Background: an optimization exercise with open tools, aiming at small area, a short achievable clock period and few clock cycles. Do not read the settings as production practice.
Function was checked by simulation only, so behaviour that the tests miss may differ from the original.
Power figures rest on the tool's default switching activity, not on a simulated workload.

<file path="flow/design.v">
module mee_arith (
    input  wire        clk,
    input  wire        rst,         
    input  wire        cmd_valid,   
    input  wire [31:0] cmd_word,
    input  wire [31:0] op_a,        
    input  wire [31:0] op_b,        
    input  wire [31:0] op_n,        
    input  wire        ovr_clr,     
    output reg         busy,
    output reg         done,
    output reg         ok,
    output wire [3:0]  err,
    output reg         cmdovr,
    output reg  [31:0] res,
    output wire [63:0] s,
    output wire [63:0] t
);
    reg  [31:0] s_lo, t_lo;
    reg  [1:0]  err_r;
    assign s   = {{32{s_lo[31]}}, s_lo};
    assign t   = {{32{t_lo[31]}}, t_lo};
    assign err = {2'b00, err_r};
    localparam ST_DEC  = 3'd0;
    localparam ST_SWAP = 3'd1;
    localparam ST_EU   = 3'd2;
    localparam ST_NORM = 3'd3;    
    localparam ST_MM   = 3'd4;    
    localparam ST_CONV = 3'd5;    
    localparam ST_UNSC = 3'd6;    
    localparam ST_FIX  = 3'd7;    
    localparam K_RED = 2'd0;      
    localparam K_SQ  = 2'd1;      
    localparam K_MUL = 2'd2;      
    reg [2:0]  state;
    reg        c_ill, c_rsv;
    reg [1:0]  c_op;        
    reg [31:0] ra, rb, rn;
    reg [32:0] u0, v0;
    reg [34:0] u1, v1;
    reg [4:0]  cnt;
    reg        phase;       
    reg [1:0]  kind;
    reg [5:0]  ebits;       
    reg [4:0]  zc;          
    reg [3:0]  steps;       
    reg        th0m1;       
    reg        th2ge4;      
    reg        th2ge5;      
    wire [32:0] dr    = {1'b0, ra} - {1'b0, rb};           
    wire        r_ge  = ~dr[32];
    wire [33:0] d2    = {2'b0, ra} - {1'b0, rb, 1'b0};     
    wire        sh_ok = ~d2[33];
    wire [32:0] du    = u0 - u1[32:0];
    wire [32:0] dv    = v0 - v1[32:0];
    wire [34:0] ps1, pc1, ps2, pc2;
    mee_mmstep st1 (.ps(u1),  .pc(v1),  .y(v0[31]), .x(ra), .n(rn),
                    .th0m1(th0m1), .th2ge4(th2ge4), .th2ge5(th2ge5), .ps_o(ps1), .pc_o(pc1));
    mee_mmstep st2 (.ps(ps1), .pc(pc1), .y(v0[30]), .x(ra), .n(rn),
                    .th0m1(th0m1), .th2ge4(th2ge4), .th2ge5(th2ge5), .ps_o(ps2), .pc_o(pc2));
    wire [34:0] psum  = u1 + v1;
    wire [34:0] psumn = u1 + v1 + {3'b0, rn};
    wire [31:0] pres  = psum[34] ? psumn[31:0] : psum[31:0];
    wire [31:0] ynext_r = zc[0] ? {1'b0, pres[31:1]} : pres;
    wire [31:0] ynext_b = zc[0] ? {1'b0, u0[31:1]} : u0[31:0];
    always @(posedge clk) begin
        if (rst) begin
            busy   <= 1'b0;
            done   <= 1'b0;
            ok     <= 1'b0;
            err_r  <= 2'd0;
            cmdovr <= 1'b0;
            res    <= 32'd0;
            s_lo   <= 32'd0;
            t_lo   <= 32'd0;
            state  <= ST_DEC;
        end else begin
            if (ovr_clr)
                cmdovr <= 1'b0;
            if (cmd_valid && busy)
                cmdovr <= 1'b1;
            if (!busy) begin
                state <= ST_DEC;
                if (cmd_valid) begin
                    busy  <= 1'b1;
                    done  <= 1'b0;
                    ok    <= 1'b0;
                    err_r <= 2'd0;
                end
            end else begin
                case (state)
                ST_DEC: begin
                    if (c_ill) begin
                        err_r <= 2'd1;
                        busy  <= 1'b0;
                        done  <= 1'b1;
                    end else if (c_rsv) begin
                        err_r <= 2'd2;
                        busy  <= 1'b0;
                        done  <= 1'b1;
                    end else if (c_op == 2'd3) begin
                        if (rn == 32'd0 || ra < 32'd2 || rn == 32'd1) begin
                            res  <= (rn == 32'd0) ? 32'd0 : (ra < 32'd2) ? ra : 32'd0;
                            ok   <= (rn != 32'd0);
                            busy <= 1'b0;
                            done <= 1'b1;
                        end else begin
                            state <= ST_NORM;
                        end
                    end else if (c_op == 2'd2) begin
                        if (rn[31:1] == 31'd0 || ra == 32'd0) begin
                            res  <= 32'd0;
                            busy <= 1'b0;
                            done <= 1'b1;
                        end else begin
                            state <= ST_SWAP;
                        end
                    end else begin
                        if (ra == 32'd0 || rb == 32'd0) begin
                            res <= 32'd0;
                            if (c_op == 2'd1) begin
                                s_lo <= 32'd0;
                                t_lo <= 32'd0;
                            end
                            busy <= 1'b0;
                            done <= 1'b1;
                        end else begin
                            state <= ST_SWAP;
                        end
                    end
                end
                ST_SWAP: state <= ST_EU;
                ST_EU: begin
                    if (!phase && rb == 32'd0) begin
                        busy <= 1'b0;
                        done <= 1'b1;
                        if (c_op == 2'd2) begin
                            if (ra == 32'd1 && u0[32]) begin
                                busy  <= 1'b1;
                                done  <= 1'b0;
                                state <= ST_FIX;
                            end else if (ra == 32'd1) begin
                                res <= u0[31:0];
                                ok  <= 1'b1;
                            end else begin
                                res <= 32'd0;
                            end
                        end else begin
                            res <= ra;
                            ok  <= 1'b1;
                            if (c_op == 2'd1) begin
                                s_lo <= u0[31:0];
                                t_lo <= v0[31:0];
                            end
                        end
                    end
                end
                ST_NORM: begin
                    if (rn[31])
                        state <= ST_MM;
                end
                ST_MM: begin
                    if (cnt == 5'd0)
                        state <= ST_CONV;
                end
                ST_CONV: begin
                    if (kind == K_RED && ebits == 6'd0) begin
                        res  <= 32'd1;
                        ok   <= 1'b1;
                        busy <= 1'b0;
                        done <= 1'b1;
                    end else if (ebits == 6'd1 && !(kind == K_SQ && rb[31])) begin
                        if (zc == 5'd0) begin
                            res  <= pres;
                            ok   <= 1'b1;
                            busy <= 1'b0;
                            done <= 1'b1;
                        end else begin
                            state <= ST_UNSC;
                        end
                    end else begin
                        state <= ST_MM;
                    end
                end
                ST_FIX: begin
                    res  <= psum[31:0];
                    ok   <= 1'b1;
                    busy <= 1'b0;
                    done <= 1'b1;
                end
                ST_UNSC: begin
                    if (zc == 5'd1) begin
                        res  <= {1'b0, ra[31:1]};
                        ok   <= 1'b1;
                        busy <= 1'b0;
                        done <= 1'b1;
                    end
                end
                default: state <= ST_DEC;
                endcase
            end
        end
    end
    always @(posedge clk) begin
        th0m1  <= (rn == 32'h80000000);
        th2ge4 <= (rn >= 32'd2863311531);    
        th2ge5 <= (rn >= 32'd3579139414);    
        if (!busy) begin
            ra    <= op_a;
            rb    <= op_b;
            rn    <= op_n;
            c_ill <= !(cmd_word[7:3] == 5'd0 && cmd_word[2:0] != 3'd0 &&
                       cmd_word[2:0] <= 3'd4);
            c_rsv <= |cmd_word[31:8];
            c_op  <= cmd_word[1:0] - 2'd1;
        end else begin
            case (state)
            ST_DEC: begin
                v0    <= {1'b0, ra};
                ebits <= 6'd32;
                zc    <= 5'd0;
                kind  <= K_RED;
                if (c_op == 2'd3)
                    ra <= 32'd1;
                if (c_op == 2'd2)
                    rb <= rn;
            end
            ST_SWAP: begin
                phase <= 1'b0;
                cnt   <= 5'd0;
                if (r_ge) begin
                    u0 <= 33'd1; u1 <= 35'd0;
                    v0 <= 33'd0; v1 <= 35'd1;
                end else begin
                    ra <= rb;
                    rb <= ra;
                    u0 <= 33'd0; u1 <= 35'd1;
                    v0 <= 33'd1; v1 <= 35'd0;
                end
            end
            ST_EU: begin
                if (!phase) begin
                    if (rb == 32'd0) begin
                        u1 <= {2'b0, u0};
                        v1 <= {3'b0, rn};
                    end else if (sh_ok) begin
                        rb  <= {rb[30:0], 1'b0};
                        u1  <= {2'b0, u1[31:0], 1'b0};
                        v1  <= {2'b0, v1[31:0], 1'b0};
                        cnt <= cnt + 5'd1;
                    end else if (cnt == 5'd0) begin
                        ra <= rb;  rb <= dr[31:0];
                        u0 <= u1[32:0];  u1 <= {2'b0, du};
                        v0 <= v1[32:0];  v1 <= {2'b0, dv};
                    end else begin
                        ra    <= dr[31:0];
                        u0    <= du;
                        v0    <= dv;
                        rb    <= {1'b0, rb[31:1]};
                        u1    <= {2'b0, u1[32], u1[32:1]};
                        v1    <= {2'b0, v1[32], v1[32:1]};
                        cnt   <= cnt - 5'd1;
                        phase <= 1'b1;
                    end
                end else begin
                    if (cnt == 5'd0) begin
                        ra    <= rb;
                        rb    <= r_ge ? dr[31:0] : ra;
                        u0    <= u1[32:0];
                        u1    <= {2'b0, r_ge ? du : u0};
                        v0    <= v1[32:0];
                        v1    <= {2'b0, r_ge ? dv : v0};
                        phase <= 1'b0;
                    end else begin
                        if (r_ge) begin
                            ra <= dr[31:0];
                            u0 <= du;
                            v0 <= dv;
                        end
                        rb  <= {1'b0, rb[31:1]};
                        u1  <= {2'b0, u1[32], u1[32:1]};
                        v1  <= {2'b0, v1[32], v1[32:1]};
                        cnt <= cnt - 5'd1;
                    end
                end
            end
            ST_NORM: begin
                if (!rn[31]) begin
                    rn <= {rn[30:0], 1'b0};
                    ra <= {ra[30:0], 1'b0};
                    zc <= zc + 5'd1;
                end else begin
                    u1    <= 35'd0;
                    v1    <= 35'd0;
                    cnt   <= 5'd15;
                    steps <= 4'd15 - zc[4:1];
                end
            end
            ST_MM: begin
                u1  <= ps2;
                v1  <= pc2;
                v0  <= {1'b0, v0[29:0], 2'b00};
                cnt <= cnt - 5'd1;
            end
            ST_CONV: begin
                u1  <= 35'd0;
                v1  <= 35'd0;
                cnt <= {1'b0, steps};
                ra  <= pres;
                v0  <= {1'b0, ynext_r};
                case (kind)
                K_RED: begin
                    u0    <= {1'b0, pres};
                    rb    <= {rb[30:0], 1'b0};
                    ebits <= ebits - 6'd1;
                    kind  <= K_SQ;
                end
                K_SQ: begin
                    if (rb[31]) begin
                        v0   <= {1'b0, ynext_b};
                        kind <= K_MUL;
                    end else begin
                        rb    <= {rb[30:0], 1'b0};
                        ebits <= ebits - 6'd1;
                    end
                end
                default: begin
                    rb    <= {rb[30:0], 1'b0};
                    ebits <= ebits - 6'd1;
                    kind  <= K_SQ;
                end
                endcase
            end
            ST_UNSC: begin
                ra <= {1'b0, ra[31:1]};
                zc <= zc - 5'd1;
            end
            default: ;
            endcase
            if ((state == ST_NORM || state == ST_MM) && kind == K_RED) begin
                if (rb[31:30] == 2'b00 && ebits[5:1] != 5'd0) begin
                    rb    <= {rb[29:0], 2'b00};
                    ebits <= ebits - 6'd2;
                end else if (!rb[31] && ebits != 6'd0) begin
                    rb    <= {rb[30:0], 1'b0};
                    ebits <= ebits - 6'd1;
                end
            end
        end
    end
endmodule
module mee_mmstep (
    input  wire [34:0] ps,
    input  wire [34:0] pc,
    input  wire        y,
    input  wire [31:0] x,
    input  wire [31:0] n,
    input  wire        th0m1,
    input  wire        th2ge4,
    input  wire        th2ge5,
    output wire [34:0] ps_o,
    output wire [34:0] pc_o
);
    wire [34:0] a  = {ps[33:0], 1'b0};
    wire [34:0] b  = {pc[33:0], 1'b0};
    wire [34:0] c  = y ? {3'b0, x} : 35'd0;
    wire [34:0] s1 = a ^ b ^ c;
    wire [34:0] k1 = {((a[33:0] & b[33:0]) | (a[33:0] & c[33:0]) | (b[33:0] & c[33:0])), 1'b0};
    wire [4:0] est = (s1[34:30] + k1[34:30]) ^ 5'b10000;
    wire ge0 = th0m1 ? (est >= 5'd15) : (est >= 5'd14);           
    wire ge1 = est >= 5'd17;                                       
    wire ge2 = th2ge5 ? (est >= 5'd21) :
               th2ge4 ? (est >= 5'd20) : (est >= 5'd19);           
    wire [34:0] d  = !ge0 ? {3'b0, n} :
                     !ge1 ? 35'd0 :
                     !ge2 ? ~{3'b0, n} : ~{2'b0, n, 1'b0};
    assign ps_o = s1 ^ k1 ^ d;
    assign pc_o = {((s1[33:0] & k1[33:0]) | (s1[33:0] & d[33:0]) | (k1[33:0] & d[33:0])), ge1};
endmodule
</file>
<file path="flow/run.sh">
#!/bin/bash
# synth_recipe.tcl (not shown) runs the flow's synth.tcl, then flattens the netlist and writes it again
# the make line also repeats each setting of config.mk as NAME=value (left out here)
make -C /OpenROAD-flow-scripts/flow DESIGN_CONFIG=/design/flow/config.mk WORK_HOME=/design/flow/orfs CLKGATE_MAP_FILE= SYNTH_SCRIPT=/design/flow/synth_recipe.tcl finish
</file>
<file path="flow/config.mk">
export PLATFORM = sky130hd
export DESIGN_NAME = mee_arith
export DESIGN_NICKNAME = mee_arith
export VERILOG_FILES = /design/flow/design.v
export SDC_FILE = /design/flow/constraint.sdc
export NUM_CORES = 4
export LEC_CHECK = 0
export CAP_MARGIN = 20
export CORE_MARGIN = 2
export CORE_UTILIZATION = 40
export SETUP_SLACK_MARGIN = 5
export SLEW_MARGIN = 20
</file>
<file path="flow/constraint.sdc">
create_clock -name core_clock -period 13.0 [get_ports {clk}]
set_input_delay 2.6000 -clock core_clock [delete_from_list [all_inputs] [get_ports {clk}]]
set_output_delay 2.6000 -clock core_clock [all_outputs]
set_load 0.01 [all_outputs]
</file>
==> metrics.csv, run 1 <==
metric,value,unit
hold_path.class,flip-flop to flip-flop,
ys.flop_type,edfxtp_1,
start_util,40.33,%
areaGrowthSynthToFinish,14.62,%
synthTopCellsByArea,"edfxtp_1, dfxtp_1, ha_1, nand2_1, fa_1",
path_clk_slew,0.06,ns
syn_area,0.04109,mm²
cp_data_required_time,13.41,ns
drive_above_1_share,7.372,%
grt_max_degree,113,
rows,117,
worst-slew-pin-transition,1.379,ns
synth_top_area_share,16.59,%
cts_num_sinks,367,
worst_slack,5.320,ns
fill_cells,10270,
nets,5836,
vias,47470,
crit_fanout,35,
seq_area,0.009624,mm²
clock_latency,0.70,ns
rsz0062_at_grt,no,
ys_types,97,
dp.cells,6659,
ant_nets,0,
hold_viol_final,0,
synth_seq_cells,367,
io_buffer_count,297,
hold_buffers,0,
viasPerCell,6.998,
dpl.hpwl,169.2,mm
grt_pass1_wl,328.3,mm
synthTopCellsByCount,"nand2_1, a21oi_1, clkbuf_1, nor2_1, o21ai_0",
startpoint_type,flip-flop,
power.leakage,0.01785,µW
p_total,5824,µW
setup_viol,0,
drtPass1Iterations,12,
clockBufferDepth,3,
max_cap_viol_count,0,
path_common_cell,fa_1,
slew_headroom,7.760,%
utilization,46.23,%
critPathCaptureType,flip-flop,
postSynth.asyncResetShare,0,%
fmax,130.2,MHz
drc,0,
grtUsageMet3,16.18,%
status,timing/DRC/antenna clean,
multi_input_area,0.02832,mm²
synth_top_area_cell,edfxtp_1,
place.gp.congestion,1.103,
grt_use_met2,60.33,%
cts_made_buffers,50,
stdcell_count,6784,
cts_tree,built,
period_minus_slack,7.680,ns
min_period_over_period,59.07,%
met1_usage,51.90,%
finClkSkew,0.04784,ns
antenna_found_initial,31,
grt_usage,42.88,%
syn_avg_cell_area,7.679,µm²
drt_iter0_markers,7956,
ir_drop,107.1,µV
ys_seq_area_share,23.41,%
slew_violations,0,
cts.htree.levels,2,
synth_edf_count,227,
clk_root_buffer_cell,clkbuf_16,
grt_overflow_total,0,
crit_type,flip-flop to flip-flop,
synth_most_common_cell,nand2_1,
yosys_warnings,1,
wl_per_cell,34.95,µm
cp_slowest_cell,fa_1,
worstPathArrival,8.09,ns
grt_pass1_vias,42360,
die-area,0.1053,mm²
cpPeakStageDelay,0.61,ns
ios,300,
fp.dieH,324.5,µm
syn_inst,5351,
fp.coreArea,0.1019,mm²
pre_cts_ws,4.617,ns
dieWidth,324.5,µm
fin_setup_tns,0,ns
power_density,123.7,mW/mm²
grt_busiest_layer,met2,
wirelength,237.1,mm
stage by stage:
step	cell area [µm²]	hold WS, ns
floorplan	41090	0.4762
global placement	45020	0.4423
detailed placement	45040	0.4434
CTS	46800	0.4513
global route	47060	0.4704
finish	47100	0.4513
worst max-delay path, delay by kind of cell, from the launching register on:
family | cells | cell delay (ns)
compound gates | 11 | 1.99
buf+inv | 6 | 1.19
simple gates | 2 | 0.16
xor+xnor | 2 | 0.34
fa+ha+maj | 8 | 3.24
flops | 1 | 0.47
state kept, by name (all words and copies together) (netlist names), 2 cells and up:
signal,cells
u0,33
err_r,2
res,32
kind,2
u1,35
v1,35
c_op,2
zc,5
rb,32
v0,33
rn,32
s_lo,32
t_lo,32
cnt,5
ra,32
steps,4
ebits,6
state,3
final timing paths:
| kind | from | end | slack, ns | cells after the start |
|---|---|---|---|---|
| max | ra[29] | u1[18] | 5.32 | 29 |
| min | s_lo[30] | s_lo[30] | 0.45 | 2 |
| max reg2reg | ra[29] | u1[18] | 5.32 | 29 |
| min reg2reg | s_lo[30] | s_lo[30] | 0.45 | 2 |
kinds of logic after synthesis:
group / share of synthesized area, %
AOI/OAI and AO/OA: 30.55
and+or+nand+nor: 17.74
buffers and inverters: 8.493
DFF: 23.41
adders and majority gates: 12.96
xor gates and xnor gates: 3.496
muxes: 3.337
other: 0.009126
layout by cell type (no fill, tap or decap), types with 56 or more instances in the layout:
master,synthesis,layout
o221ai_1,95,95
o211ai_1,81,81
a211oi_1,103,102
a221oi_1,75,74
nor2_1,413,395
clkdlybuf4s50_1,0,296
clkbuf_16,0,56
a31oi_1,79,77
a32oi_1,64,63
buf_4,67,168
dfxtp_1,140,138
o22ai_1,65,65
inv_1,328,326
fa_1,131,131
nand3_1,144,144
o21ai_0,369,365
a222oi_1,58,58
ha_1,216,216
xnor2_1,113,111
edfxtp_1,227,227
a21o_1,82,82
a21oi_1,443,439
nand2_1,711,704
nor3_1,70,68
mux2i_1,110,102
metal layers:
layer	wire (µm)	vias up
met3	32660	1202
met1	85290	22640
met2	94990	3906
met4	23950	26
met5	179	-
li1	-	19700
timing repair:
action | 4_1_cts | 5_1_grt
pin swaps | 0 | 3
endpoints found under the hold margin | 0 | 0
endpoints found under the setup margin | 3 | 43
gates cloned | 0 | 1
gates resized for setup | 6 | 24
setup buffers | 1 | 6
power by group:
| group | internal, µW | switching, µW |
|---|---|---|
| registers | 1290 | 113 |
| clock network | 870 | 661 |
| logic | 971 | 1920 |
| total | 3130 | 2690 |
cell type report:
class | instances | area share, %
inverters | 329 | 2.622
multi-input cells | 4132 | 60.12
diodes | 17 | 0.09032
clock buffers | 71 | 3.199
repair buffers | 477 | 9.426
flip-flops and latches | 367 | 20.43
well taps | 1368 | 3.634
clock inverters | 23 | 0.4729
Testbench counts, summed over its fixed seeds: cycles 296,685.
==> inputs of run 2 (changes only) <==
--- a/flow/design.v
+++ b/flow/design.v
@@ -47,22 +47,31 @@
     reg        th0m1;       
     reg        th2ge4;      
     reg        th2ge5;      
-    wire [32:0] dr    = {1'b0, ra} - {1'b0, rb};           
+    reg  [2:0] qr;          
+    wire [32:0] dr, du, dv;
+    wire [33:0] d2;
+    mee_add #(33) add_dr (.a({1'b0, ra}), .b(~{1'b0, rb}), .ci(1'b1), .s(dr));      
+    mee_add #(34) add_d2 (.a({2'b0, ra}), .b(~{1'b0, rb, 1'b0}), .ci(1'b1), .s(d2));  
+    mee_add #(33) add_du (.a(u0), .b(~u1[32:0]), .ci(1'b1), .s(du));
+    mee_add #(33) add_dv (.a(v0), .b(~v1[32:0]), .ci(1'b1), .s(dv));
     wire        r_ge  = ~dr[32];
-    wire [33:0] d2    = {2'b0, ra} - {1'b0, rb, 1'b0};     
     wire        sh_ok = ~d2[33];
-    wire [32:0] du    = u0 - u1[32:0];
-    wire [32:0] dv    = v0 - v1[32:0];
-    wire [34:0] ps1, pc1, ps2, pc2;
-    mee_mmstep st1 (.ps(u1),  .pc(v1),  .y(v0[31]), .x(ra), .n(rn),
-                    .th0m1(th0m1), .th2ge4(th2ge4), .th2ge5(th2ge5), .ps_o(ps1), .pc_o(pc1));
-    mee_mmstep st2 (.ps(ps1), .pc(pc1), .y(v0[30]), .x(ra), .n(rn),
-                    .th0m1(th0m1), .th2ge4(th2ge4), .th2ge5(th2ge5), .ps_o(ps2), .pc_o(pc2));
-    wire [34:0] psum  = u1 + v1;
-    wire [34:0] psumn = u1 + v1 + {3'b0, rn};
+    wire [34:0] ps2, pc2;
+    wire [2:0]  qn;
+    mee_mm2 mm (.ps(u1), .pc(v1), .q(qr), .y(v0[31:29]), .x(ra), .n(rn),
+                .th0m1(th0m1), .th2ge4(th2ge4), .th2ge5(th2ge5),
+                .ps_o(ps2), .pc_o(pc2), .q_o(qn));
+    wire [34:0] psum, psumn;
+    wire [34:0] cs_s = u1 ^ v1 ^ {3'b0, rn};
+    wire [34:0] cs_c = {((u1[33:0] & v1[33:0]) | (u1[33:0] & {2'b0, rn}) | (v1[33:0] & {2'b0, rn})), 1'b0};
+    mee_add #(35) add_ps  (.a(u1), .b(v1), .ci(1'b0), .s(psum));
+    mee_add #(35) add_psn (.a(cs_s), .b(cs_c), .ci(1'b0), .s(psumn));
     wire [31:0] pres  = psum[34] ? psumn[31:0] : psum[31:0];
     wire [31:0] ynext_r = zc[0] ? {1'b0, pres[31:1]} : pres;
     wire [31:0] ynext_b = zc[0] ? {1'b0, u0[31:1]} : u0[31:0];
+    wire        y1st    = (kind == K_SQ && rb[31]) ? ynext_b[31] : ynext_r[31];
+    wire [2:0]  q1st    = !y1st ? 3'b001 :
+                          {pres[31:30] == 2'b11 && !th2ge4, pres[31:30] != 2'b00, 1'b1};
     always @(posedge clk) begin
         if (rst) begin
             busy   <= 1'b0;
@@ -290,6 +299,7 @@
                     ra <= {ra[30:0], 1'b0};
                     zc <= zc + 5'd1;
                 end else begin
+                    qr    <= {1'b0, v0[31] && ra[31:30] != 2'b00, 1'b1};
                     u1    <= 35'd0;
                     v1    <= 35'd0;
                     cnt   <= 5'd15;
@@ -299,6 +309,7 @@
             ST_MM: begin
                 u1  <= ps2;
                 v1  <= pc2;
+                qr  <= qn;
                 v0  <= {1'b0, v0[29:0], 2'b00};
                 cnt <= cnt - 5'd1;
             end
@@ -307,6 +318,7 @@
                 v1  <= 35'd0;
                 cnt <= {1'b0, steps};
                 ra  <= pres;
+                qr  <= q1st;
                 v0  <= {1'b0, ynext_r};
                 case (kind)
                 K_RED: begin
@@ -349,31 +361,144 @@
         end
     end
 endmodule
-module mee_mmstep (
+module mee_mm2 (
     input  wire [34:0] ps,
     input  wire [34:0] pc,
-    input  wire        y,
+    input  wire [2:0]  q,       
+    input  wire [2:0]  y,       
     input  wire [31:0] x,
     input  wire [31:0] n,
     input  wire        th0m1,
     input  wire        th2ge4,
     input  wire        th2ge5,
     output wire [34:0] ps_o,
-    output wire [34:0] pc_o
+    output wire [34:0] pc_o,
+    output wire [2:0]  q_o      
 );
-    wire [34:0] a  = {ps[33:0], 1'b0};
-    wire [34:0] b  = {pc[33:0], 1'b0};
-    wire [34:0] c  = y ? {3'b0, x} : 35'd0;
-    wire [34:0] s1 = a ^ b ^ c;
-    wire [34:0] k1 = {((a[33:0] & b[33:0]) | (a[33:0] & c[33:0]) | (b[33:0] & c[33:0])), 1'b0};
-    wire [4:0] est = (s1[34:30] + k1[34:30]) ^ 5'b10000;
+    wire [34:0] dm1 = {3'b0, n};
+    wire [34:0] dp1 = ~{3'b0, n};
+    wire [34:0] dp2 = ~{2'b0, n, 1'b0};
+    wire [34:0] a1  = {ps[33:0], 1'b0};
+    wire [34:0] b1  = {pc[33:0], 1'b0};
+    wire [34:0] c1  = y[2] ? {3'b0, x} : 35'd0;
+    wire [34:0] s1  = a1 ^ b1 ^ c1;
+    wire [34:0] k1  = {((a1[33:0] & b1[33:0]) | (a1[33:0] & c1[33:0]) | (b1[33:0] & c1[33:0])), 1'b0};
+    wire [2:0]  q2m1, q20, q2p1, q2p2;
+    mee_est e1m1 (.s(s1[33:27]), .k(k1[33:27]), .d(dm1[33:27]), .y(y[1]), .x(x[31:29]),
+                  .th0m1(th0m1), .th2ge4(th2ge4), .th2ge5(th2ge5), .q(q2m1));
+    mee_est e10  (.s(s1[33:27]), .k(k1[33:27]), .d(7'd0),       .y(y[1]), .x(x[31:29]),
+                  .th0m1(th0m1), .th2ge4(th2ge4), .th2ge5(th2ge5), .q(q20));
+    mee_est e1p1 (.s(s1[33:27]), .k(k1[33:27]), .d(dp1[33:27]), .y(y[1]), .x(x[31:29]),
+                  .th0m1(th0m1), .th2ge4(th2ge4), .th2ge5(th2ge5), .q(q2p1));
+    mee_est e1p2 (.s(s1[33:27]), .k(k1[33:27]), .d(dp2[33:27]), .y(y[1]), .x(x[31:29]),
+                  .th0m1(th0m1), .th2ge4(th2ge4), .th2ge5(th2ge5), .q(q2p2));
+    wire [34:0] d1  = !q[0] ? dm1 : !q[1] ? 35'd0 : !q[2] ? dp1 : dp2;
+    wire [2:0]  q2  = !q[0] ? q2m1 : !q[1] ? q20 : !q[2] ? q2p1 : q2p2;
+    wire [34:0] p1s = s1 ^ k1 ^ d1;
+    wire [34:0] p1c = {((s1[33:0] & k1[33:0]) | (s1[33:0] & d1[33:0]) | (k1[33:0] & d1[33:0])), q[1]};
+    wire [34:0] a2  = {p1s[33:0], 1'b0};
+    wire [34:0] b2  = {p1c[33:0], 1'b0};
+    wire [34:0] c2  = y[1] ? {3'b0, x} : 35'd0;
+    wire [34:0] s2  = a2 ^ b2 ^ c2;
+    wire [34:0] k2  = {((a2[33:0] & b2[33:0]) | (a2[33:0] & c2[33:0]) | (b2[33:0] & c2[33:0])), 1'b0};
+    wire [2:0]  q3m1, q30, q3p1, q3p2;
+    mee_est e2m1 (.s(s2[33:27]), .k(k2[33:27]), .d(dm1[33:27]), .y(y[0]), .x(x[31:29]),
+                  .th0m1(th0m1), .th2ge4(th2ge4), .th2ge5(th2ge5), .q(q3m1));
+    mee_est e20  (.s(s2[33:27]), .k(k2[33:27]), .d(7'd0),       .y(y[0]), .x(x[31:29]),
+                  .th0m1(th0m1), .th2ge4(th2ge4), .th2ge5(th2ge5), .q(q30));
+    mee_est e2p1 (.s(s2[33:27]), .k(k2[33:27]), .d(dp1[33:27]), .y(y[0]), .x(x[31:29]),
+                  .th0m1(th0m1), .th2ge4(th2ge4), .th2ge5(th2ge5), .q(q3p1));
+    mee_est e2p2 (.s(s2[33:27]), .k(k2[33:27]), .d(dp2[33:27]), .y(y[0]), .x(x[31:29]),
+                  .th0m1(th0m1), .th2ge4(th2ge4), .th2ge5(th2ge5), .q(q3p2));
+    wire [34:0] d2  = !q2[0] ? dm1 : !q2[1] ? 35'd0 : !q2[2] ? dp1 : dp2;
+    assign q_o  = !q2[0] ? q3m1 : !q2[1] ? q30 : !q2[2] ? q3p1 : q3p2;
+    assign ps_o = s2 ^ k2 ^ d2;
+    assign pc_o = {((s2[33:0] & k2[33:0]) | (s2[33:0] & d2[33:0]) | (k2[33:0] & d2[33:0])), q2[1]};
+endmodule
+module mee_est (
+    input  wire [6:0] s,
+    input  wire [6:0] k,
+    input  wire [6:0] d,
+    input  wire       y,
+    input  wire [2:0] x,        
+    input  wire       th0m1,
+    input  wire       th2ge4,
+    input  wire       th2ge5,
+    output wire [2:0] q
+);
+    wire [5:0] ps = s[6:1] ^ k[6:1] ^ d[6:1];
+    wire [5:0] pc = (s[5:0] & k[5:0]) | (s[5:0] & d[5:0]) | (k[5:0] & d[5:0]);
+    wire [5:0] a  = ps;
+    wire [5:0] b  = pc;
+    wire [5:0] c  = y ? {3'b0, x} : 6'd0;
+    wire [4:0] sn = a[5:1] ^ b[5:1] ^ c[5:1];
+    wire [4:0] kn = (a[4:0] & b[4:0]) | (a[4:0] & c[4:0]) | (b[4:0] & c[4:0]);
+    wire [4:0] est = (sn + kn) ^ 5'b10000;
     wire ge0 = th0m1 ? (est >= 5'd15) : (est >= 5'd14);           
     wire ge1 = est >= 5'd17;                                       
     wire ge2 = th2ge5 ? (est >= 5'd21) :
                th2ge4 ? (est >= 5'd20) : (est >= 5'd19);           
-    wire [34:0] d  = !ge0 ? {3'b0, n} :
-                     !ge1 ? 35'd0 :
-                     !ge2 ? ~{3'b0, n} : ~{2'b0, n, 1'b0};
-    assign ps_o = s1 ^ k1 ^ d;
-    assign pc_o = {((s1[33:0] & k1[33:0]) | (s1[33:0] & d[33:0]) | (k1[33:0] & d[33:0])), ge1};
+    assign q = {ge2, ge1, ge0};
+endmodule
+module mee_add #(parameter W = 33) (
+    input  wire [W-1:0] a,
+    input  wire [W-1:0] b,
+    input  wire         ci,
+    output wire [W-1:0] s
+);
+    function [W-1:0] mask_up;
+        input integer k;
+        integer i;
+        begin
+            mask_up = 0;
+            for (i = 0; i < W; i = i + 1)
+                if (((i + 1) % (2 << k)) == 0)
+                    mask_up[i] = 1'b1;
+        end
+    endfunction
+    function [W-1:0] mask_dn;
+        input integer k;
+        integer i;
+        begin
+            mask_dn = 0;
+            for (i = 0; i < W; i = i + 1)
+                if (((i + 1) % (2 << k)) == (1 << k) && i >= (2 << k))
+                    mask_dn[i] = 1'b1;
+        end
+    endfunction
+    localparam [W-1:0] MU0 = mask_up(0);
+    localparam [W-1:0] MU1 = mask_up(1);
+    localparam [W-1:0] MU2 = mask_up(2);
+    localparam [W-1:0] MU3 = mask_up(3);
+    localparam [W-1:0] MU4 = mask_up(4);
+    localparam [W-1:0] MU5 = mask_up(5);
+    localparam [W-1:0] MD4 = mask_dn(4);
+    localparam [W-1:0] MD3 = mask_dn(3);
+    localparam [W-1:0] MD2 = mask_dn(2);
+    localparam [W-1:0] MD1 = mask_dn(1);
+    localparam [W-1:0] MD0 = mask_dn(0);
+    wire [W-1:0] g0 = (a & b) | {{(W-1){1'b0}}, (a[0] ^ b[0]) & ci};
+    wire [W-1:0] p0 = a ^ b;
+    wire [W-1:0] g1 = g0 | (p0 & (g0 << 1) & MU0);
+    wire [W-1:0] p1 = p0 & ((p0 << 1) | ~MU0);
+    wire [W-1:0] g2 = g1 | (p1 & (g1 << 2) & MU1);
+    wire [W-1:0] p2 = p1 & ((p1 << 2) | ~MU1);
+    wire [W-1:0] g3 = g2 | (p2 & (g2 << 4) & MU2);
+    wire [W-1:0] p3 = p2 & ((p2 << 4) | ~MU2);
+    wire [W-1:0] g4 = g3 | (p3 & (g3 << 8) & MU3);
+    wire [W-1:0] p4 = p3 & ((p3 << 8) | ~MU3);
+    wire [W-1:0] g5 = g4 | (p4 & (g4 << 16) & MU4);
+    wire [W-1:0] p5 = p4 & ((p4 << 16) | ~MU4);
+    wire [W-1:0] g6 = g5 | (p5 & (g5 << 32) & MU5);
+    wire [W-1:0] p6 = p5 & ((p5 << 32) | ~MU5);
+    wire [W-1:0] g7 = g6 | (p6 & (g6 << 16) & MD4);
+    wire [W-1:0] p7 = p6 & ((p6 << 16) | ~MD4);
+    wire [W-1:0] g8 = g7 | (p7 & (g7 << 8) & MD3);
+    wire [W-1:0] p8 = p7 & ((p7 << 8) | ~MD3);
+    wire [W-1:0] g9 = g8 | (p8 & (g8 << 4) & MD2);
+    wire [W-1:0] p9 = p8 & ((p8 << 4) | ~MD2);
+    wire [W-1:0] g10 = g9 | (p9 & (g9 << 2) & MD1);
+    wire [W-1:0] p10 = p9 & ((p9 << 2) | ~MD1);
+    wire [W-1:0] g11 = g10 | (p10 & (g10 << 1) & MD0);
+    assign s = p0 ^ {g11[W-2:0], ci};
 endmodule
==> flow/flow/run.sh (new file) <==
#!/bin/bash
# The standard layout (the standard.sh: standard synthesis, floorplan,
# placement, CTS, routing, finish) with the design's SDC and clock period,
# but with timing repair asked to leave 8 ns of setup slack, so that it keeps
# sizing and buffering paths until they are at most 5 ns long. make's
# full output goes to standard.log; each tool's own log is under orfs/logs.
set -euo pipefail
bash standard.sh SETUP_SLACK_MARGIN=8 finish > standard.log 2>&1
==> flow/standard.sh (new file) <==
#!/bin/bash
# synth_recipe.tcl (not shown) runs the flow's synth.tcl, then flattens the netlist and writes it again
# the make line also repeats each setting of config.mk as NAME=value (left out here)
make -C /OpenROAD-flow-scripts/flow DESIGN_CONFIG=/design/flow/config.mk WORK_HOME=/design/flow/orfs CLKGATE_MAP_FILE= SYNTH_SCRIPT=/design/flow/synth_recipe.tcl "${@:-finish}"
--- a/flow/config.mk
+++ b/flow/config.mk
@@ -8,5 +8,5 @@
 export CAP_MARGIN = 20
 export CORE_MARGIN = 2
 export CORE_UTILIZATION = 40
-export SETUP_SLACK_MARGIN = 5
+export PLACE_DENSITY = 0.5
 export SLEW_MARGIN = 20
removed: flow/run.sh
==> run 2 against run 1 <==
Die area is 4.8% higher. Count of clock-buffer cells in the layout is 5 higher. Worst setup slack better by 2.1 ns. Via count is 3.5% lower. Power is 14% higher. Cell area is 11% higher. Final cell count is 0.78% higher. Largest cell class unchanged. Highest routed layer unchanged. Sequential cell count is 3 higher. Worst hold slack hardly changed.
==> metrics.csv, run 2 <==
metric,value,unit,change
syn_avg_cell_area,8.246,µm²,+7.4%
dieWidth,332.2,µm,+2.4%
antenna_found_initial,6,,-81%
rows,120,,+2.6%
power_density,126.8,mW/mm²,+2.6%
ys_types,91,,-6.2%
ios,300,,unchanged
clock_latency,0.69,ns,about the same
fp.coreArea,0.1069,mm²,+4.9%
slew_headroom,11.57,%,+3.8 points
synth_edf_count,230,,+1.3%
status,timing/DRC/antenna clean,,
synth_top_area_share,16.03,%,-0.56 points
clockBufferDepth,3,,unchanged
setup_viol,0,,unchanged
min_period_over_period,42.76,%,-16 points
grt_overflow_total,0,,unchanged
ant_nets,0,,unchanged
pwr-share-seq,21.1,%,-3.0 points
path_clk_slew,0.06,ns,about the same
cts_made_buffers,52,,+4.0%
viasPerCell,6.698,,-4.3%
fill_cells,10450,,+1.8%
ys.flop_type,edfxtp_1,,
wl_per_cell,33.61,µm,-3.8%
seq_area,0.009719,mm²,+0.99%
layout_commonest_cell,nand2_1,,
dpl.hpwl,152.6,mm,-9.8%
finClkSkew,0.05535,ns,+0.007511 ns
cts_num_sinks,370,,+0.82%
areaGrowthSynthToFinish,21.01,%,
synth_most_common_cell,nand2_1,,
grt_pass1_wl,324.4,mm,-1.2%
reg.largest.list,"u1 x35, v1 x35",,
dp.cells,6573,,-1.3%
max_cap_viol_count,0,,unchanged
vias,45790,,-3.5%
drt_iter0_markers,5972,,-25%
nets,6072,,+4.0%
grt_pass1_vias,43600,,+2.9%
worstPathArrival,5.95,ns,-2.14 ns
synthTopCellsByArea,"edfxtp_1, fa_1, ha_1, dfxtp_1, a21oi_1",,
power.leakage,0.02026,µW,+14%
synth_seq_cells,370,,+0.82%
synthTopCellsByCount,"nand2_1, nor2_1, a21oi_1",,
hold_viol_final,0,,unchanged
p_sw,2865,µW,+6.4%
placed_cell_area,0.04719,mm²,+4.8%
fmax,179.9,MHz,+38%
p_comb_share,54.1,%,+4.5 points
postSynth.asyncResetShare,0,%,unchanged
place.gp.congestion,0.9686,,-12%
syn_area,0.04308,mm²,+4.9%
internal_power,3748,µW,+20%
pwr-share-clk,24.7,%,-1.6 points
drtPass1Iterations,10,,-2
crit_type,flip-flop to flip-flop,,
startpoint_type,flip-flop,,
ir_drop,206.9,µV,+93%
fp.dieH,332.2,µm,+2.4%
cts_tree,built,,
cts.htree.levels,2,,unchanged
stdcell_count,6837,,+0.78%
drive_above_1_share,13.15,%,+5.8 points
io_buffer_count,297,,unchanged
p_sw_share,43.32,%,-2.9 points
wirelength,229.8,mm,-3.1%
final_cell_mix,"nand2_1, nor2_1, a21oi_1",,
critPathCaptureType,flip-flop,,
multi_input_area,0.03134,mm²,+11%
design_area,0.05214,mm²,+11%
grt_max_degree,82,,-27%
period_minus_slack,5.559,ns,-2.121 ns
drc,0,,unchanged
clk_root_buffer_cell,clkbuf_16,,
yosys_warnings,1,,unchanged
hold_path.class,flip-flop to flip-flop,,
fin_setup_tns,0,ns,unchanged
die-area,0.1104,mm²,+4.8%
grt_usage,40.08,%,-2.8 points
rsz0062_at_grt,yes,,
worst-slew-pin-transition,1.324,ns,-0.05486 ns
start_util,40.30,%,about the same
slew_violations,0,,unchanged
crit_fanout,7,,-80%
cp_data_required_time,13.39,ns,-0.02 ns
synth_top_area_cell,edfxtp_1,,
ys_seq_area_share,22.54,%,-0.87 points
syn_inst,5225,,-2.4%
run 2: layout make-up:
cell class | count | area share, %
clock buffer | 76 | 3.211
tap | 1403 | 3.367
antenna | 3 | 0.01440
inverter | 343 | 2.489
clock inverter | 20 | 0.4152
multi-input combinational | 4003 | 60.10
sequential | 370 | 18.64
timing repair buffer | 619 | 11.76
run 2: routing by layer:
| layer | track usage [%] | up-vias | wire [µm] |
|---|---|---|---|
| met5 | 0 | - | 36 |
| met4 | 25.47 | 6 | 17920 |
| met3 | 10.25 | 835 | 27190 |
| met2 | 60.27 | 3264 | 97560 |
| met1 | 51.16 | 22260 | 87090 |
| li1 | - | 19430 | - |
run 2: power groups by stage:
stage          combinational (µW)  sequential, µW  clock [µW]
2_1_floorplan                1980            1370           0
3_3_place_gp                 2770            1420           0
3_5_place_dp                 2800            1420           0
4_1_cts                      3270            1390        1650
5_1_grt                      3810            1400        1690
6_report                     3580            1400        1630
run 2: what timing repair did:
| action | 4_1_cts | 5_1_grt |
|---|---|---|
| pin swaps | 97 | 67 |
| endpoints found under the setup margin | 289 | 202 |
| hold buffers | 0 | 0 |
| gates cloned | 12 | 6 |
| buffers inserted | 91 | 55 |
| gates resized for setup | 209 | 132 |
run 2: cells by family (layout without fill, tap and decap cells):
group	count (synthesis)	count (layout)	synth area share, %
adders and majority gates	555	555	21.06
and+or+nand+nor	1362	1363	13.76
AOI/OAI and AO/OA	1833	1836	28.71
muxes	114	114	2.980
buffers and inverters	857	1058	8.129
xor gates and xnor gates	133	133	2.811
DFF	370	370	22.54
other	1	5	0.008704
run 2: final timing paths:
| path | start | cells after the start | endpoint | slack, ns |
|---|---|---|---|---|
| max | v0[31] | 23 | u1[26] | 7.44 |
| min | s_lo[23] | 2 | s_lo[23] | 0.45 |
| max reg2reg | v0[31] | 23 | u1[26] | 7.44 |
| min reg2reg | s_lo[23] | 2 | s_lo[23] | 0.45 |
run 2: metrics by stage:
stage / hold WS [ns] / worst slack (ns) / total power (µW) / util [%]
floorplan: 0.4762 / 7.646 / 3352 / -
global placement: 0.4431 / 6.368 / 4185 / 44.14
detailed placement: 0.4463 / 6.242 / 4215 / 44.14
CTS: 0.4551 / 7.507 / 6304 / 47.75
global route: 0.4779 / 7.253 / 6895 / 48.77
finish: 0.4516 / 7.441 / 6613 / 48.77
run 2: worst max-delay path, stage by stage (launching register included):
cell      delay (ns)
edfxtp_1        0.41
buf_12          0.15
nand2_4         0.05
fa_2            0.59
inv_2           0.06
fa_1            0.49
fa_1            0.52
inv_2           0.05
ha_4            0.15
fa_2            0.38
a21o_1          0.18
a21oi_2         0.15
xnor2_1         0.07
o21a_1          0.19
and3_4          0.19
a211oi_4        0.23
buf_12          0.18
buf_12          0.14
buf_16          0.16
mux2i_1         0.20
a22o_1          0.16
fa_2            0.43
nand2_1         0.06
o21ai_1         0.08
Testbench counts of run 2, summed over its fixed seeds: cycles 296,685.
==> inputs of run 3 (changes only) <==
--- a/flow/config.mk
+++ b/flow/config.mk
@@ -5,8 +5,8 @@
 export SDC_FILE = /design/flow/constraint.sdc
 export NUM_CORES = 4
 export LEC_CHECK = 0
-export CAP_MARGIN = 20
+export CAP_MARGIN = 10
 export CORE_MARGIN = 2
 export CORE_UTILIZATION = 40
 export PLACE_DENSITY = 0.5
-export SLEW_MARGIN = 20
+export SLEW_MARGIN = 10
==> run 3 against run 2 <==
Routed wire length barely moved. Largest cell class unchanged. Still clean. Largest power group unchanged. Clock power barely moved. Sequential cell count unchanged. Sequential power barely moved. Worst hold slack is essentially flat. Utilization about the same.
==> metrics.csv, run 3 <==
metric,value,unit,change
areaGrowthSynthToFinish,20.94,%,about the same
cp_slowest_cell,fa_2,,
rsz0062_at_grt,yes,,
crit_fanout,7,,unchanged
clockBufferDepth,3,,unchanged
rows,120,,unchanged
wirelength,229.8,mm,about the same
status,timing/DRC/antenna clean,,
worstPathArrival,5.98,ns,+0.03 ns
ios,300,,unchanged
synthTopCellsByArea,"edfxtp_1, fa_1, ha_1, dfxtp_1, a21oi_1",,
clk_root_buffer_cell,clkbuf_16,,
nets,6071,,-0.016%
final_cell_mix,"nand2_1, nor2_1, a21oi_1",,
reg.largest.list,"u1 x35, v1 x35",,
max_cap_viol_count,0,,unchanged
fin_setup_tns,0,ns,unchanged
synth_seq_cells,370,,unchanged
path_buf_inv,6,,unchanged
dieWidth,332.2,µm,unchanged
syn_avg_cell_area,8.246,µm²,unchanged
fmax,179.8,MHz,about the same
cpPeakStageDelay,0.59,ns,about the same
cts_made_buffers,52,,unchanged
synth_most_common_cell,nand2_1,,
place.gp.congestion,0.9686,,unchanged
io_buffer_count,297,,unchanged
grt_pass1_wl,324.4,mm,unchanged
slew_violations,0,,unchanged
startpoint_type,flip-flop,,
ys.flop_type,edfxtp_1,,
start_util,40.30,%,unchanged
viasPerCell,6.697,,about the same
dpl.hpwl,152.6,mm,unchanged
cp_data_required_time,13.42,ns,+0.03 ns
ant_nets,0,,unchanged
clock_latency,0.69,ns,about the same
grt_max_degree,82,,unchanged
hold_viol_final,0,,unchanged
synth_edf_count,230,,unchanged
drt_iter0_markers,6290,,+5.3%
fill_cells,10450,,+0.057%
path_cells,buf_12 -> nand2_4 -> fa_2 -> inv_2 -> fa_1 -> fa_1 -> inv_2 -> ha_4 -> fa_2 -> a21o_1 -> a21oi_2 -> xnor2_1 -> o21a_1 -> and3_4 -> a211oi_4 -> buf_12 -> buf_12 -> buf_16 -> mux2i_1 -> a22o_1 -> fa_2 -> nand2_1 -> o21ai_1,,
syn_inst,5225,,unchanged
drc,0,,unchanged
critPathCaptureType,flip-flop,,
vias,45780,,-0.028%
syn_area,0.04308,mm²,unchanged
synth_top_area_share,16.03,%,unchanged
drive_above_1_share,13.13,%,-0.016 points
hold_path.class,flip-flop to flip-flop,,
path_clk_slew,0.06,ns,about the same
crit_family,adder cells,,
ys_seq_area_share,22.54,%,unchanged
wl_per_cell,33.62,µm,about the same
wl_met1,87.22,mm,+0.15%
slew_headroom,16.47,%,+4.9 points
route.met2.wl,97.88,mm,+0.33%
fp.dieH,332.2,µm,unchanged
crit_type,flip-flop to flip-flop,,
worst-slew-pin-transition,1.250,ns,-0.07358 ns
min_period_over_period,42.77,%,about the same
drtPass1Iterations,9,,-1
grt_usage,40.08,%,unchanged
postSynth.asyncResetShare,0,%,unchanged
antenna_found_initial,6,,unchanged
wl_met3,26.83,mm,-1.3%
ys_types,91,,unchanged
cts.htree.levels,2,,unchanged
power_density,126.9,mW/mm²,about the same
synth_top_area_cell,edfxtp_1,,
die-area,0.1104,mm²,unchanged
utilization,48.74,%,about the same
ir_drop,206.5,µV,-0.20%
grt_overflow_total,0,,unchanged
grt_pass1_vias,43600,,unchanged
top_layer_used,met5,,
period_minus_slack,5.561,ns,+0.002160 ns
synthTopCellsByCount,"nand2_1, nor2_1, a21oi_1",,
power.leakage,0.02024,µW,about the same
fp.coreArea,0.1069,mm²,unchanged
finClkSkew,0.05325,ns,-0.002102 ns
yosys_warnings,1,,unchanged
layout_commonest_cell,nand2_1,,
setup_viol,0,,unchanged
cts_num_sinks,370,,unchanged
cts_tree,built,,
run 3: path summary, 6_finish.rpt:
path	cells past startpoint	to	startpoint	slack, ns
setup / recovery	23	u1[6]	v0[31]	7.44
hold / removal	2	s_lo[23]	s_lo[23]	0.45
setup reg to reg	23	u1[6]	v0[31]	7.44
hold reg to reg	2	s_lo[23]	s_lo[23]	0.45
run 3: power breakdown:
| group | internal [µW] | switching (µW) |
|---|---|---|
| clock | 972 | 666 |
| sequential | 1300 | 100 |
| combinational | 1480 | 2100 |
| total | 3750 | 2860 |
run 3: routing by layer:
metal | vias up | global-route usage [%]
li1 | 19420 | -
met1 | 22250 | 51.16
met2 | 3272 | 60.27
met3 | 831 | 10.25
met4 | 6 | 25.47
met5 | - | 0
run 3: logic make-up after synthesis:
kind of cell | share of synthesized area, %
DFF | 22.54
buffers and inverters | 8.129
AOI/OAI and AO/OA | 28.71
adders and majority gates | 21.06
muxes | 2.980
other | 0.008704
xor gates and xnor gates | 2.811
and+or+nand+nor | 13.76
run 3: final cells by class:
type / instances / area (µm²) / share of cell area (%)
Antenna cell: 3 / 7.507 / 0.01441
Clock buffer: 76 / 1674 / 3.213
Clock inverter: 20 / 216.5 / 0.4154
Inverter: 343 / 1297 / 2.490
Multi-Input combinational cell: 4003 / 31340 / 60.14
Sequential cell: 370 / 9719 / 18.65
Tap cell: 1403 / 1755 / 3.369
Timing Repair Buffer: 618 / 6098 / 11.70
run 3: stage by stage:
step                hold WS (ns)  setup slack [ns]  area (µm²)  power [µW]  instances
floorplan                 0.4762             7.646       43300        3352       5226
global placement          0.4431             6.368       47190        4185       6573
detailed placement        0.4463             6.242       47190        4215       6573
CTS                       0.4551             7.507       51040        6304       6772
global route              0.4779             7.254       52100        6890       6835
finish                    0.4516             7.439       52100        6610       6836
run 3: tightest hold or removal path, stage by stage, from the launching register on:
cell	delay (ns)
dfxtp_1	0.31
nand2_1	0.05
a21oi_1	0.05
run 3: timing repair:
item                       4_1_cts  5_1_grt
gates cloned                    12        6
setup endpoints to repair      289      202
hold buffers                     0        0
buffers inserted                91       55
resized for setup              209      131
pin swaps                       97       67
==> inputs of run 4 (changes only) <==
==> flow/run.sh (new file) <==
#!/bin/bash
# synth_recipe.tcl (not shown) runs the flow's synth.tcl, then flattens the netlist and writes it again
# the make line also repeats each setting of config.mk as NAME=value (left out here)
make -C /OpenROAD-flow-scripts/flow DESIGN_CONFIG=/design/flow/config.mk WORK_HOME=/design/flow/orfs CLKGATE_MAP_FILE= SYNTH_SCRIPT=/design/flow/synth_recipe.tcl finish
--- a/flow/config.mk
+++ b/flow/config.mk
@@ -5,8 +5,9 @@
 export SDC_FILE = /design/flow/constraint.sdc
 export NUM_CORES = 4
 export LEC_CHECK = 0
-export CAP_MARGIN = 10
+export CAP_MARGIN = 20
 export CORE_MARGIN = 2
 export CORE_UTILIZATION = 40
 export PLACE_DENSITY = 0.5
-export SLEW_MARGIN = 10
+export SETUP_SLACK_MARGIN = 5
+export SLEW_MARGIN = 20
removed: flow/flow/run.sh
removed: flow/standard.sh
==> run 4 against run 3 <==
Register-to-register slack worse by 1.5 ns. Synthesized cell count stayed put. Clock power hardly changed. Utilization is 2.8 points lower. Non-clock buffer count is 154 lower. Global-route usage is 1.6 points lower. Combinational power is 21% lower. Via count is 2.6% lower. Routed wire length is 5.0% lower. Critical path type unchanged. Critical endpoint is now u1[32].
==> metrics.csv, run 4 <==
metric,value,unit,change
grt_pass1_vias,42190,,-3.2%
crit_fanout,22,,+15
synthTopCellsByCount,"nand2_1, nor2_1, a21oi_1",,
path_clk_slew,0.07,ns,about the same
syn_avg_cell_area,8.246,µm²,unchanged
synthTopCellsByArea,"edfxtp_1, fa_1, ha_1, dfxtp_1, a21oi_1",,
hold_viol_final,0,,unchanged
start_util,40.30,%,unchanged
crit_type,flip-flop to flip-flop,,
rows,120,,unchanged
drive_above_1_share,6.789,%,-6.3 points
grt_max_degree,167,,+100%
status,timing/DRC/antenna clean,,
die-area,0.1104,mm²,unchanged
wirelength,218.4,mm,-5.0%
postSynth.asyncResetShare,0,%,unchanged
synthMuxAreaShare,2.980,%,unchanged
synth_compound_area_share,28.71,%,unchanged
synth_top_area_cell,edfxtp_1,,
io_buffer_count,297,,unchanged
setup_viol,0,,unchanged
min_period_over_period,54.17,%,+11 points
nets,5913,,-2.6%
multi_input_area,0.03016,mm²,-3.7%
fmax,142.0,MHz,-21%
worstPathArrival,7.46,ns,+1.48 ns
worst-slew-pin-transition,1.251,ns,+0.0007129 ns
power_density,119.8,mW/mm²,-5.6%
cts_made_buffers,52,,unchanged
cts_num_sinks,370,,unchanged
yosys_warnings,1,,unchanged
critPathCaptureType,flip-flop,,
reg.largest.list,"u1 x35, v1 x35",,
cts_tree,built,,
grt_pass1_wl,311.4,mm,-4.0%
syn_inst,5225,,unchanged
drc,0,,unchanged
ys_types,91,,unchanged
fp.dieH,332.2,µm,unchanged
final_cell_mix,"nand2_1, nor2_1, a21oi_1",,
ir_drop,200.8,µV,-2.8%
place.gp.congestion,1.003,,+3.6%
synth-adder-area-share,21.06,%,unchanged
synth_most_common_cell,nand2_1,,
grt_overflow_total,0,,unchanged
dieWidth,332.2,µm,unchanged
slew_violations,0,,unchanged
vias,44600,,-2.6%
grt_usage,38.44,%,-1.6 points
startpoint_type,flip-flop,,
power.leakage,0.01904,µW,-5.9%
dpl.hpwl,156.3,mm,+2.4%
fin_setup_tns,0,ns,unchanged
rsz0062_at_grt,no,,
hold_path.class,flip-flop to flip-flop,,
cts_resized,0,,-100%
ios,300,,unchanged
viasPerCell,6.678,,-0.27%
seq_area,0.009716,mm²,about the same
cp_data_required_time,13.42,ns,about the same
hold_buffers,0,,unchanged
clk_root_buffer_cell,clkbuf_16,,
ant_nets,0,,unchanged
wl_per_cell,32.71,µm,-2.7%
max_cap_viol_count,0,,unchanged
layout_commonest_cell,nand2_1,,
finClkSkew,0.02703,ns,-0.02622 ns
synth_top_family_by_area,compound AO/OA/AOI/OAI gates,,
fill_cells,10620,,+1.6%
synth_top_area_share,16.03,%,unchanged
drt_iter0_markers,6281,,-0.14%
drtPass1Iterations,10,,+1
cts.htree.levels,2,,unchanged
postCtsSetupBuffers,0,,-100%
slew_headroom,16.42,%,-0.048 points
fp.coreArea,0.1069,mm²,unchanged
synth_seq_cells,370,,unchanged
synth_edf_count,230,,unchanged
ys.flop_type,edfxtp_1,,
yosys.area_share.simple,13.76,%,unchanged
syn_area,0.04308,mm²,unchanged
worst_slack,5.957,ns,-1.482 ns
antenna_found_initial,8,,+2
areaGrowthSynthToFinish,13.91,%,
period_minus_slack,7.043,ns,+1.482 ns
clock_latency,0.68,ns,about the same
pre_cts_ws,6.067,ns,-0.1747 ns
synth-xor-area-share,2.811,%,unchanged
ys_seq_area_share,22.54,%,unchanged
clockBufferDepth,3,,unchanged
-- run 4: cell count changes in the layout (fill, tap and decap cells not counted), sizes merged, moves of 2 or more --
cell / previous run / this run
clkbuf: 78 / 73
a211o: 17 / 15
bufbuf: 5 / 0
buf: 315 / 168
bufinv: 4 / 7
-- run 4: per-layer routing --
metal | routed length (µm) | track usage [%] | share of wire [%]
met1 | 84870 | 49.53 | 39
met2 | 94030 | 58.13 | 43
met3 | 24280 | 9.698 | 11
met4 | 15110 | 22.75 | 6.9
met5 | 128 | 0 | 0.059
-- run 4: layout make-up --
type	count	share of cell area [%]
sequential	370	19.80
clock buffer	73	3.240
multi-input combinational	3999	61.46
clock inverter	24	0.6603
tap	1403	3.577
antenna	2	0.01020
inverter	343	2.628
timing repair buffer	464	8.632
-- run 4: cells by family (layout without fill, tap and decap cells) --
family                     count (synthesis)  in the layout
xor gates and xnor gates                 133            133
and+or+nand+nor                         1362           1362
buffers and inverters                    857            904
muxes                                    114            114
adders and majority gates                555            555
AOI/OAI and AO/OA                       1833           1833
DFF                                      370            370
other                                      1              4
-- run 4: where the power goes --
group / internal [µW] / leakage [µW] / switching, µW / total [µW]
registers: 1300 / 0.00314 / 109 / 1410
clock network: 993 / 0.000934 / 668 / 1660
logic: 1060 / 0.0150 / 1750 / 2810
total: 3350 / 0.0190 / 2530 / 5880
-- run 4: per-stage QoR --
| stage | instances | power, µW | area (µm²) | hold WS, ns | util (%) |
|---|---|---|---|---|---|
| after floorplan | 5226 | 3292 | 43090 | 0.4762 | - |
| after global placement | 6579 | 4138 | 47150 | 0.4445 | 44.11 |
| after detailed placement | 6579 | 4168 | 47160 | 0.4447 | 44.11 |
| after CTS | 6676 | 5831 | 49070 | 0.4529 | 45.90 |
| after global routing | 6676 | 6175 | 49070 | 0.4683 | 45.90 |
| final | 6678 | 5878 | 49080 | 0.4482 | 45.91 |
-- run 4: worst max-delay path, stage by stage, from the launching register on --
cell and delay (ns):
edfxtp_1 0.84, nand2_1 0.19, fa_1 0.69, inv_1 0.12, fa_1 0.50, fa_1 0.50, inv_1 0.04, ha_1 0.21
fa_1 0.46, a21o_1 0.19, a21oi_1 0.17, xnor2_1 0.14, o21a_1 0.14, and3_1 0.22, nand2_1 0.09, nand3_2 0.59
buf_4 0.47, o21ai_0 0.20, fa_1 0.59, o2bb2ai_1 0.07, a311oi_1 0.25, nand2_1 0.08
-- run 4: path summary, 6_finish.rpt --
kind	startpoint	endpoint	slack, ns	depth (start not counted)
worst max-delay path	ra[29]	u1[32]	5.96	21
worst min-delay path	s_lo[26]	s_lo[26]	0.45	2
worst max register to register	ra[29]	u1[32]	5.96	21
worst min register to register	s_lo[26]	s_lo[26]	0.45	2
==> inputs of run 5 (changes only) <==
==> flow/flow/run.sh (new file) <==
#!/bin/bash
# The standard layout (the standard.sh: standard synthesis, floorplan,
# placement, CTS, routing, finish) with the design's SDC and clock period,
# but with timing repair asked to leave 7 ns of setup slack, so that it keeps
# sizing and buffering paths until they are at most 6 ns long. make's
# full output goes to standard.log; each tool's own log is under orfs/logs.
set -euo pipefail
bash standard.sh SETUP_SLACK_MARGIN=7 finish > standard.log 2>&1
==> flow/standard.sh (new file) <==
#!/bin/bash
# synth_recipe.tcl (not shown) runs the flow's synth.tcl, then flattens the netlist and writes it again
# the make line also repeats each setting of config.mk as NAME=value (left out here)
make -C /OpenROAD-flow-scripts/flow DESIGN_CONFIG=/design/flow/config.mk WORK_HOME=/design/flow/orfs CLKGATE_MAP_FILE= SYNTH_SCRIPT=/design/flow/synth_recipe.tcl "${@:-finish}"
--- a/flow/config.mk
+++ b/flow/config.mk
@@ -9,5 +9,4 @@
 export CORE_MARGIN = 2
 export CORE_UTILIZATION = 40
 export PLACE_DENSITY = 0.5
-export SETUP_SLACK_MARGIN = 5
 export SLEW_MARGIN = 20
removed: flow/run.sh
==> run 5 against run 4 <==
Still clean. Worst hold slack gained 0.0010 ns. Sequential power is essentially flat. Critical path depth shrank 6. Worst setup slack better by 1.1 ns. Final cell count grew 0.75%. Utilization increased by 0.37 points. Fmax increased by 18%. Non-clock buffer count rose by 55. Synthesized cell count is the same. Clock power is 14% lower. Critical path type unchanged. Highest routed layer unchanged.
==> metrics.csv, run 5 <==
metric,value,unit,change
power.leakage,0.01922,µW,+0.94%
ios,300,,unchanged
start_util,40.30,%,unchanged
ir_drop,196.5,µV,-2.1%
wirelength,221.9,mm,+1.6%
crit_type,flip-flop to flip-flop,,
pwr-share-seq,24.0,%,about the same
ys_seq_area_share,22.54,%,unchanged
cts.htree.levels,2,,unchanged
syn_inst,5225,,unchanged
cp_slowest_cell,mux2i_1,,
wl_met1,85.73,mm,+1.0%
min_period_over_period,46.07,%,-8.1 points
r2r_cells,15,,-29%
areaGrowthSynthToFinish,14.83,%,
clockBufferDepth,3,,unchanged
yosys_warnings,1,,unchanged
synth_top_area_share,16.03,%,unchanged
hold_viol_final,0,,unchanged
cp_data_required_time,13.40,ns,-0.02 ns
path_buf_inv,2,,-1
hold_buffers,0,,unchanged
grt_pass1_vias,43270,,+2.6%
r2r_end,ra[14],,
drtPass1Iterations,10,,unchanged
fin_setup_tns,0,ns,unchanged
wl_per_cell,32.99,µm,+0.85%
fmax,167.0,MHz,+18%
worst-slew-pin-transition,1.337,ns,+0.08611 ns
grt_overflow_total,0,,unchanged
p_comb_share,51.6,%,+3.8 points
antenna_found_initial,8,,unchanged
crit_fanout,18,,-18%
p_sw,2608,µW,+3.1%
startpoint_type,flip-flop,,
status,timing/DRC/antenna clean,,
synth_edf_count,230,,unchanged
clock_latency,0.68,ns,about the same
fill_cells,10610,,-0.028%
io_buffer_count,297,,unchanged
path_clk_slew,0.06,ns,about the same
drc,0,,unchanged
hold_depth,2,,unchanged
internal_power,3249,µW,-3.0%
pre_cts_ws,5.967,ns,-0.09969 ns
path_common_cell,buf_4,,
max_cap_viol_count,0,,unchanged
min_from,s_lo[18],,
top_layer_used,met5,,
dpl.hpwl,154.9,mm,-0.90%
cts_num_sinks,370,,unchanged
rows,120,,unchanged
fp.dieH,332.2,µm,unchanged
layout_commonest_cell,nand2_1,,
period_minus_slack,5.989,ns,-1.054 ns
worstPathArrival,6.39,ns,-1.07 ns
viasPerCell,6.698,,+0.30%
die-area,0.1104,mm²,unchanged
ff2ff_setup_slack,7.01,ns,+1.05 ns
wl_met3,24.62,mm,+1.4%
grt_usage,38.58,%,+0.14 points
finClkSkew,0.04037,ns,+0.01334 ns
ys_types,91,,unchanged
ant_nets,0,,unchanged
clk_root_buffer_cell,clkbuf_16,,
syn_area,0.04308,mm²,unchanged
grt_max_degree,86,,-49%
hold_end,s_lo[18],,
worst_slack,7.011,ns,+1.054 ns
synth_seq_cells,370,,unchanged
crit_family,compound AO/OA/AOI/OAI gates,,
path_cells,ha_1 -> fa_1 -> nand3_1 -> a21oi_1 -> a211o_1 -> o2111a_1 -> nor3_4 -> o41ai_4 -> xnor2_4 -> buf_4 -> buf_4 -> mux2i_1 -> a211oi_1 -> a2111oi_0 -> o2bb2ai_1,,
r2r_start,u1[0],,
vias,45060,,+1.0%
slew_headroom,10.55,%,-5.9 points
synth_top_area_cell,edfxtp_1,,
critPathCaptureType,flip-flop,,
synth_most_common_cell,nand2_1,,
drt_iter0_markers,6126,,-2.5%
final_cell_mix,"nand2_1, nor2_1, a21oi_1",,
grt_pass1_wl,313.8,mm,+0.78%
nets,5966,,+0.90%
setup_viol,0,,unchanged
reg.largest.list,"u1 x35, v1 x35",,
syn_avg_cell_area,8.246,µm²,unchanged
cts_tree,built,,
multi_input_area,0.03024,mm²,+0.27%
synthTopCellsByCount,"nand2_1, nor2_1, a21oi_1",,
postSynth.asyncResetShare,0,%,unchanged
rsz0062_at_grt,no,,
fp.coreArea,0.1069,mm²,unchanged
seq_area,0.009717,mm²,about the same
slew_violations,0,,unchanged
ys.flop_type,edfxtp_1,,
route.met2.wl,95.57,mm,+1.6%
power_density,118.4,mW/mm²,-1.2%
place.gp.congestion,0.9949,,-0.84%
cpPeakStageDelay,0.86,ns,+0.02 ns
p_sw_share,44.53,%,+1.5 points
drive_above_1_share,7.908,%,+1.1 points
cts_made_buffers,50,,-3.8%
dieWidth,332.2,µm,unchanged
synthTopCellsByArea,"edfxtp_1, fa_1, ha_1, dfxtp_1, a21oi_1",,
hold_path.class,flip-flop to flip-flop,,
pwr-share-clk,24.4,%,-3.9 points
## run 5: changes by cell type in the layout (fill, tap and decap cells not counted), moves of 3 or more
cell	previous run	this run
buf_12	1	6
clkbuf_1	9	15
buf_4	167	200
inv_1	338	334
bufinv_16	7	0
fa_1	285	278
clkinv_2	6	9
buf_6	0	10
fa_2	0	7
## run 5: layout make-up
class	count	share of cell area (%)
Antenna cell	1	0.005058
Tap cell	1403	3.548
Inverter	343	2.623
Sequential cell	370	19.64
Timing Repair Buffer	519	9.833
Clock buffer	74	3.007
Multi-Input combinational cell	3999	61.13
Clock inverter	19	0.2175
## run 5: cells by family after synthesis
group	share of synthesized area, %
AO/OA/AOI/OAI	28.71
XOR/XNOR	2.811
adder cells (fa/ha/maj)	21.06
buffers and inverters	8.129
flip-flops	22.54
multiplexers	2.980
other	0.008704
AND/OR/NAND/NOR	13.76
## run 5: power groups by stage
stage | combinational [µW] | clock, µW | sequential, µW
after floorplan | 1930 | 0 | 1370
after global placement | 2680 | 0 | 1440
after detailed placement | 2720 | 0 | 1440
after CTS | 2760 | 1440 | 1400
after global routing | 3270 | 1480 | 1410
final | 3020 | 1430 | 1410
## run 5: worst min-delay path: cells and delay by family, from the launching register on
kind            cells  cell delay (ns)
simple gates        1             0.05
flops               1             0.30
compound gates      1             0.05
## run 5: repair_timing
action,CTS,global route
pin swaps,0,5
endpoints found under the setup margin,94,74
gates resized for setup,14,46
buffers inserted,13,37
endpoints found under the hold margin,0,0
cloned,0,6
## run 5: worst max path at each step
stage / startpoint / endpoint / slack (ns) / cells past startpoint
after floorplan: v0[31] / u1[32] / 7.08 / 24
after global placement: v0[31] / u1[32] / 6.05 / 20
after detailed placement: v0[31] / u1[32] / 5.97 / 20
after CTS: v1[27] / u1[32] / 6.94 / 20
after global routing: v0[31] / qr[1] / 7.00 / 22
final: u1[0] / ra[14] / 7.01 / 15
## run 5: per-stage QoR
step / instances / cell area, µm² / utilization, % / hold WS, ns / total power (µW)
floorplan: 5226 / 43100 / - / 0.4762 / 3294
global placement: 6577 / 47110 / 44.07 / 0.4455 / 4119
detailed placement: 6577 / 47110 / 44.07 / 0.4461 / 4157
CTS: 6683 / 48860 / 45.71 / 0.4532 / 5603
global route: 6727 / 49470 / 46.28 / 0.4702 / 6149
finish: 6728 / 49480 / 46.28 / 0.4493 / 5856
## run 5: layer usage
metal  track usage [%]  vias to the layer above
met5                 0                        -
met4             23.05                        8
met3             9.598                      763
met2             59.25                     3088
met1             48.96                    22010
li1                  -                    19190

-- afterwards: timing with drivers on the ports --
Ports are ideal in the flow. The routed layouts listed here were re-timed in OpenROAD. Step 1: set_driving_cell puts a clkbuf_16 on clk and a buf_2 on each other input, an assumption about the parent block. Step 2 times the ports against the registers' clock, not the clock port: input delays grow and output delays shrink by t, the midpoint of the rising clock arrivals with the driver on. a / b / c = no drivers / after step 1 / after step 2; a / b = the first two.
run | t (ns) | setup slack, ns | latest minus earliest clock arrival (ns) | worst register clock-pin slew, ns | pins driven straight from the clock port
run 1 | 0.752 | 5.320 / 5.320 / 5.320 | 0.048 / 0.047 | 0.07 / 0.07 | 1
run 2 | 0.738 | 7.441 / 7.441 / 7.441 | 0.055 / 0.055 | 0.07 / 0.07 | 1
run 3 | 0.736 | 7.439 / 7.439 / 7.439 | 0.053 / 0.053 | 0.07 / 0.07 | 1
run 4 | 0.738 | 5.957 / 5.957 / 5.957 | 0.027 / 0.027 | 0.07 / 0.07 | 1
run 5 | 0.738 | 7.011 / 7.011 / 7.011 | 0.043 / 0.043 | 0.07 / 0.07 | 1
After both steps every run listed still meets setup and hold.
